From an optimization exercise on the open Yosys and OpenROAD flow, aimed at small area, a short achievable clock period and few clock cycles; shortcuts taken in it are not production practice. At most, simulation tests tie the RTL to the original design; equivalence was not proved. Power is estimated from default activity; no workload was simulated.

== run A ==
Design fb_blit, start of the top module:
module fb_blit (
    input  wire        clk,
    input  wire        rst,
    input  wire        cmd_valid,
    output wire        cmd_ready,
    input  wire [7:0]  cmd_op,
    input  wire [2:0]  cmd_mode,
    input  wire [1:0]  cmd_color,
    input  wire [15:0] cmd_arg0,
    input  wire [15:0] cmd_arg1,
    input  wire [15:0] cmd_arg2,
    input  wire [15:0] cmd_arg3,
    input  wire [15:0] cmd_arg4,
    input  wire [15:0] cmd_arg5,
    output wire        res_re,
    output wire [15:0] res_addr,
    input  wire [7:0]  res_rdata,
    output wire        fb_re,
    output wire [9:0]  fb_raddr,
    input  wire [7:0]  fb_rdata,
    output reg         fb_we,
    output reg  [9:0]  fb_waddr,
    output reg  [7:0]  fb_wdata
);
    localparam [7:0] OP_BITMAP = 8'h40;
    localparam [7:0] OP_SPRITE = 8'h50;
    localparam [1:0] C_OR   = 2'd0;    
    localparam [1:0] C_CLR  = 2'd1;    
    localparam [1:0] C_XOR  = 2'd2;    
    localparam [1:0] C_MASK = 2'd3;    
    localparam [1:0] M_NONE = 2'd0;    
    localparam [1:0] M_SEP  = 2'd1;    
    localparam [1:0] M_PLUS = 2'd2;    
    localparam S_IDLE  = 0;
    localparam S_HDR0  = 1;     
    localparam S_HDR1  = 2;     
    localparam S_HDR2  = 3;     
    localparam S_GEO   = 4;     
    localparam S_LOOP  = 5;     
    localparam S_SWAP0 = 6;     
    localparam S_SWAP1 = 7;     
    localparam S_PLUSM = 8;     
    localparam S_PRE   = 9;     
    localparam S_RUN   = 10;    
    localparam S_DR1   = 11;
    localparam S_DR2   = 12;
    localparam NS      = 13;
    reg [NS-1:0] st;
    reg          busy;
    reg [15:0] ra, al;
    reg [1:0]  comb, mkind;
    reg        spr;
    reg [7:0]  w, h;
    reg [8:0]  x9, y9;            
    reg [7:0]  fc;                
    reg [7:0]  mf;                
    reg [5:0]  rc;                
    reg        aph;               
    reg [3:0]  pd1, pu1;          
    reg        td, tu;            
    reg [6:0]  dc;                
  ...
Size in the first run: ~200 flip-flops, ~180 I/O pins.
clock: 12.0 ns
lec_check: 0
cap_margin: 20
core_margin: 2
core_utilization: 40
slew_margin: 20
standard.sh (not shown) runs the stock make flow with config.mk's settings and CLKGATE_MAP_FILE= SYNTH_SCRIPT=/design/flow/synth_recipe.tcl, a recipe that flattens the netlist after the stock synthesis.
==> flow/flow/run.sh <==
#!/bin/bash
# Standard layout with the smallest plain buffers on the ports; timing repair
# aims for 9.0 ns of setup slack.
set -euo pipefail
export BUFFER_PORTS_ARGS="-buffer_cell sky130_fd_sc_hd__buf_1"
export SETUP_SLACK_MARGIN=9.0
bash standard.sh > flow.log 2>&1
Run A ran to completion and came out clean on the timing, DRC and antenna checks.
diff inputs: run A => run B
==> flow/flow/run.sh <==
#!/bin/bash
# Standard layout with the smallest plain buffers on the ports; timing repair
# aims for 7.5 ns of setup slack.
set -euo pipefail
export BUFFER_PORTS_ARGS="-buffer_cell sky130_fd_sc_hd__buf_1"
export SETUP_SLACK_MARGIN=7.5
bash standard.sh > flow.log 2>&1
Findings:
Run B ended with every stage complete and zero timing, DRC or antenna violations.
Looking at the reports, run A completed the entire flow and the layout it produced met the timing, DRC and antenna checks.
Looking at portion of the clock cycle consumed by the worst path in the final layout, run B sits 3.2 points above run A.
Time the final worst path needs with I/O delays and setup: run B > run A
Compared with run A, run B shows least setup slack across all paths after layout lower by 0.38 ns.
For synthesized cell area, run B and run A come out practically identical.
Compare run A and run B | combinational group share of total power higher: run A
Max worst ir drop on vdd across run A and run B: run B
Run A has higher number of instances resized during post-cts repair than run B.
Run B ended with less buffer count from post-CTS setup fixing than run A.
Run B: global router's overall resource usage is 2.0 points lower than what run A reported.
Compared to run A, the routing of run B uses less wire.
Re cell depth of the worst hold path: no difference whatsoever between run A and run B.
diff inputs: run B => run C
==> flow/flow/run.sh <==
#!/bin/bash
# Standard layout with the smallest plain buffers on the ports; timing repair
# aims for 8.0 ns of setup slack.
set -euo pipefail
export BUFFER_PORTS_ARGS="-buffer_cell sky130_fd_sc_hd__buf_1"
export SETUP_SLACK_MARGIN=8.0
bash standard.sh > flow.log 2>&1
### Flow results
Run C: no failed stages, no open violations at the end
Delta(register-to-register slack, run C - run B) > 0
Hold slack of run C is on par with run B.
Total via count in the routed design, run C and run B: larger value in run C
After detailed routing, run B needs less wire than run C.
Against run B, final HPWL from detailed placement in run C rose slightly.
The clock period minus final worst setup slack in run C sits 0.28 ns below the value recorded for run B.
Run C against run B: worst setup slack climbed 0.28 ns; maximum achievable frequency picked up an extra 17 MHz; clock slew seen by the registers of the worst setup and hold paths stayed essentially flat.
Changes in run D relative to run C:
==> flow/flow/run.sh <==
#!/bin/bash
# Standard layout with the smallest plain buffers on the ports; timing repair
# aims for 8.5 ns of setup slack.
set -euo pipefail
export BUFFER_PORTS_ARGS="-buffer_cell sky130_fd_sc_hd__buf_1"
export SETUP_SLACK_MARGIN=8.5
bash standard.sh > flow.log 2>&1
Findings:
- Between run C and run D, the cell count went up.
- Looking at maximum number of pins on one net before global-route repair, run D sits above run C.
- Summary of run D over run C: stage delay of the slowest cell on the critical path now smaller; fraction of met1 tracks used by global routing picked up an extra 1.2 points; routed length on met3 now larger; global-route usage now sits higher.
- Shortest clock period the worst path allows after layout: higher on run C
- Changes observed in run D relative to run C: design area +0.0017 sq mm, highest clock rate +4.3%.
- For run C, the capture point of the critical path was fb_wdata[4], unlike run D, where it was fb_wdata[3].
Here is what was changed in the inputs of run E compared with run D.
==> flow/flow/run.sh <==
#!/bin/bash
# Standard layout with the smallest plain buffers on the ports; timing repair
# aims for 7.0 ns of setup slack.
set -euo pipefail
export BUFFER_PORTS_ARGS="-buffer_cell sky130_fd_sc_hd__buf_1"
export SETUP_SLACK_MARGIN=7.0
bash standard.sh > flow.log 2>&1
==> run notes <==
| number of non-clock buffers in the layout | lower: run E |
[diff] total design power, run E relative to run D: improvement
Compared with run D, in run E least setup slack across all paths after layout now sits lower; critical path depth now sits higher; fraction of final layout cells sized beyond drive strength 1 now sits lower.
Diff run E and run D: growth of design area from synthesis to finish lower in run E
Cmp run E and run D / count of clock-buffer cells in the layout / higher: run D
Between run E and run D, final routed wirelength across all metal layers is lower for run E, run D comes in above that.
No run of this note included a check of the RTL's function; only the layout flow was run.

* * *

fb_blit, a different RTL version from the one above (not shown whole).
Size in the first run: roughly 200 flip-flops, roughly 180 I/O pins, ~13000 um2 of cells after synthesis.
==> flow/design.v (excerpt) <==
module fb_blit (
    input  wire        clk,
    input  wire        rst,
    input  wire        cmd_valid,
    output wire        cmd_ready,
    input  wire [7:0]  cmd_op,
    input  wire [2:0]  cmd_mode,
    input  wire [1:0]  cmd_color,
    input  wire [15:0] cmd_arg0,
    input  wire [15:0] cmd_arg1,
    input  wire [15:0] cmd_arg2,
    input  wire [15:0] cmd_arg3,
    input  wire [15:0] cmd_arg4,
    input  wire [15:0] cmd_arg5,
    output wire        res_re,
    output wire [15:0] res_addr,
    input  wire [7:0]  res_rdata,
    output wire        fb_re,
    output wire [9:0]  fb_raddr,
    input  wire [7:0]  fb_rdata,
    output reg         fb_we,
    output reg  [9:0]  fb_waddr,
    output reg  [7:0]  fb_wdata
);
export LEC_CHECK = 0
export CAP_MARGIN = 20
export CORE_MARGIN = 2
export CORE_UTILIZATION = 60
export CTS_BUF_LIST = sky130_fd_sc_hd__clkbuf_16
export CTS_CLUSTER_DIAMETER = 50
export CTS_CLUSTER_SIZE = 32
export SLEW_MARGIN = 20
create_clock -name core_clock -period 12.0 [get_ports {clk}]
==> flow/flow/run.sh <==
#!/bin/bash
# Standard layout with the smallest plain buffers on the ports; timing repair
# aims for 8.0 ns of setup slack.
set -euo pipefail
export BUFFER_PORTS_ARGS="-buffer_cell sky130_fd_sc_hd__buf_1"
export SETUP_SLACK_MARGIN=8.0
bash standard.sh > flow.log 2>&1
The baseline went through all stages and came out clean.
Testbench counts at the start, summed over its fixed seeds: cycles 33,382.
==> next run, changes <==
Settings changed: CORE_UTILIZATION 60 to 40, CTS_BUF_LIST sky130_fd_sc_hd__clkbuf_16 to not set, CTS_CLUSTER_DIAMETER 50 to not set, CTS_CLUSTER_SIZE 32 to not set.
Die area goes up by about 50%.
Via count goes down by 0.97%.
Setup slack gets worse by 0.12 ns.
==> next run, changes <==
Settings changed: CORE_UTILIZATION 40 to 60, CTS_BUF_LIST set to sky130_fd_sc_hd__clkbuf_8, CTS_CLUSTER_SIZE set to 25.
- total power falls by 4.0%
- synthesized cell count stays the same
- non-clock buffer count shrinks by 7
- worst setup slack gets better by 0.14 ns
- clock skew grows by 0.0087 ns
- critical path depth fell by 9
- utilization rose by 22 points

* * *

fb_blit again, from the RTL that the note above started with.
==> flow/config.mk <==
export PLATFORM = sky130hd
export DESIGN_NAME = fb_blit
export DESIGN_NICKNAME = fb_blit
export VERILOG_FILES = /design/flow/design.v
export SDC_FILE = /design/flow/constraint.sdc
export NUM_CORES = 4
export LEC_CHECK = 0
export CAP_MARGIN = 20
export CORE_MARGIN = 2
export CORE_UTILIZATION = 60
export CTS_BUF_LIST = sky130_fd_sc_hd__clkbuf_8 sky130_fd_sc_hd__clkbuf_16
export CTS_CLUSTER_DIAMETER = 40
export CTS_CLUSTER_SIZE = 40
export SLEW_MARGIN = 20
==> flow/constraint.sdc <==
create_clock -name core_clock -period 12.0 [get_ports {clk}]
set_input_delay 2.4000 -clock core_clock [delete_from_list [all_inputs] [get_ports {clk}]]
set_output_delay 2.4000 -clock core_clock [all_outputs]
set_load 0.01 [all_outputs]
Scripts as last shown in full above: flow/flow/run.sh
Testbench counts at the start, summed over its fixed seeds: cycles 33,382.
Rerun with:
--- a/flow/config.mk
+++ b/flow/config.mk
@@ -11,3 +11 @@
-export CTS_BUF_LIST = sky130_fd_sc_hd__clkbuf_8 sky130_fd_sc_hd__clkbuf_16
-export CTS_CLUSTER_DIAMETER = 40
-export CTS_CLUSTER_SIZE = 40
+export CTS_BUF_LIST = sky130_fd_sc_hd__clkbuf_8
Power is lower by roughly a tenth.
Critical path depth is lower by 2.
Global-route usage is lower by 0.17 points.
Fmax stays flat.
Die area does not change.
Sequential cell count is unchanged.
Rerun with:
--- a/flow/flow/run.sh
+++ b/flow/flow/run.sh
@@ -3 +3 @@
-# aims for 8.0 ns of setup slack.
+# aims for 8.3 ns of setup slack.
@@ -6 +6 @@
-export SETUP_SLACK_MARGIN=8.0
+export SETUP_SLACK_MARGIN=8.3
Outcome: Count of clock-buffer cells in the layout is lower by 7. Sequential power hardly moves. Routed wire length is higher by a few percent. Utilization is higher by 2.9 points. Worst setup slack gets better by 0.072 ns. Die area does not change. Total power is lower slightly. Cell count is higher by a few percent. Design area is higher by a few percent.
Rerun with:
--- a/flow/flow/run.sh
+++ b/flow/flow/run.sh
@@ -3 +3 @@
-# aims for 8.3 ns of setup slack.
+# aims for 8.0 ns of setup slack.
@@ -6 +6 @@
-export SETUP_SLACK_MARGIN=8.3
+export SETUP_SLACK_MARGIN=8.0
--- a/flow/config.mk
+++ b/flow/config.mk
@@ -10 +10 @@
-export CORE_UTILIZATION = 60
+export CORE_UTILIZATION = 70
What happened: The new run completed without violations. Critical path depth shrinks by 5. Hold slack stays flat. Clock power rises by 10%. Wire length decreases by 2.1%. Clock skew came out lower by 0.029 ns. Worst setup slack got worse by 0.15 ns. Via count climbs by 0.59%. Non-clock buffer count falls by 58.
Rerun with:
--- a/flow/config.mk
+++ b/flow/config.mk
@@ -10,2 +10,4 @@
-export CORE_UTILIZATION = 70
-export CTS_BUF_LIST = sky130_fd_sc_hd__clkbuf_8
+export CORE_UTILIZATION = 60
+export CTS_BUF_LIST = sky130_fd_sc_hd__clkbuf_16
+export CTS_CLUSTER_DIAMETER = 70
+export CTS_CLUSTER_SIZE = 40
The new run finished with timing, DRC and antenna clean. Core utilization falls by 12 points. Die area rises by 16%. Design area barely changes. Setup slack gets better by 0.066 ns. Via count falls by 4.2%. Register-to-register slack gets better by 0.08 ns. Synthesized area is unchanged. Sequential power is about the same. Clock skew rises by 0.013 ns.
Rerun with:
--- a/flow/config.mk
+++ b/flow/config.mk
@@ -11,3 +11,2 @@
-export CTS_BUF_LIST = sky130_fd_sc_hd__clkbuf_16
-export CTS_CLUSTER_DIAMETER = 70
-export CTS_CLUSTER_SIZE = 40
+export CTS_BUF_LIST = sky130_fd_sc_hd__clkbuf_8
+export CTS_CLUSTER_SIZE = 16
The changed run finished with timing, DRC and antenna clean.
Synthesized area does not change.
Hold slack stays flat.
First-iteration DRC count grows by roughly a tenth.
Power goes up by a few percent.
Global-route usage went up by 0.29 points.
Sequential power barely changes.

static timing again, ports no longer ideal:
No port has a modelled driver above. Below, the same layouts with a new extraction and two added sets of constraints. Step 1 assumes that a clkbuf_16 drives the clock port and a buf_2 every other input. Step 2, shift: input delay + t, output delay - t, t = (earliest + latest rising clock arrival at the registers) / 2. This alone moves slack from input paths to output paths. a / b / c = no drivers / after step 1 / after step 2; a / b = the first two.
| run | t (ns) | slack for setup (ns) | hold WS [ns] |
|---|---|---|---|
| run A | 0.586 | 8.154 / 8.145 / 7.559 | 0.324 / 0.324 / 0.324 |
| run B | 0.581 | 7.770 / 7.764 / 7.184 | 0.325 / 0.325 / 0.325 |
| run C | 0.585 | 8.050 / 8.079 / 7.494 | 0.324 / 0.324 / 0.324 |
| run D | 0.590 | 8.211 / 8.194 / 7.604 | 0.324 / 0.324 / 0.324 |
| run E | 0.581 | 7.475 / 7.475 / 7.208 | 0.325 / 0.325 / 0.325 |
| the first run of note 2 | 0.590 | 8.081 / 8.103 / 7.513 | 0.327 / 0.327 / 0.327 |
| the second run of note 2 | 0.577 | 7.957 / 7.957 / 7.491 | 0.325 / 0.325 / 0.325 |
| the third run of note 2 | 0.568 | 8.095 / 8.100 / 7.533 | 0.325 / 0.325 / 0.325 |
| the first run of note 3 | 0.550 | 8.097 / 8.098 / 7.560 | 0.325 / 0.325 / 0.325 |
| the second run of note 3 | 0.568 | 8.095 / 8.100 / 7.533 | 0.325 / 0.325 / 0.325 |
| the third run of note 3 | 0.573 | 8.168 / 8.168 / 7.610 | 0.325 / 0.325 / 0.325 |
| the fourth run of note 3 | 0.581 | 8.018 / 8.016 / 7.435 | 0.325 / 0.325 / 0.325 |
| the fifth run of note 3 | 0.550 | 8.084 / 8.104 / 7.554 | 0.326 / 0.326 / 0.326 |
| the sixth run of note 3 | 0.568 | 8.082 / 8.083 / 7.516 | 0.325 / 0.325 / 0.325 |
After both steps setup and hold are still met in every run listed. For run D, which loses most, drivers alone change the setup slack by -0.017 ns; drivers and shift together by -0.607 ns.
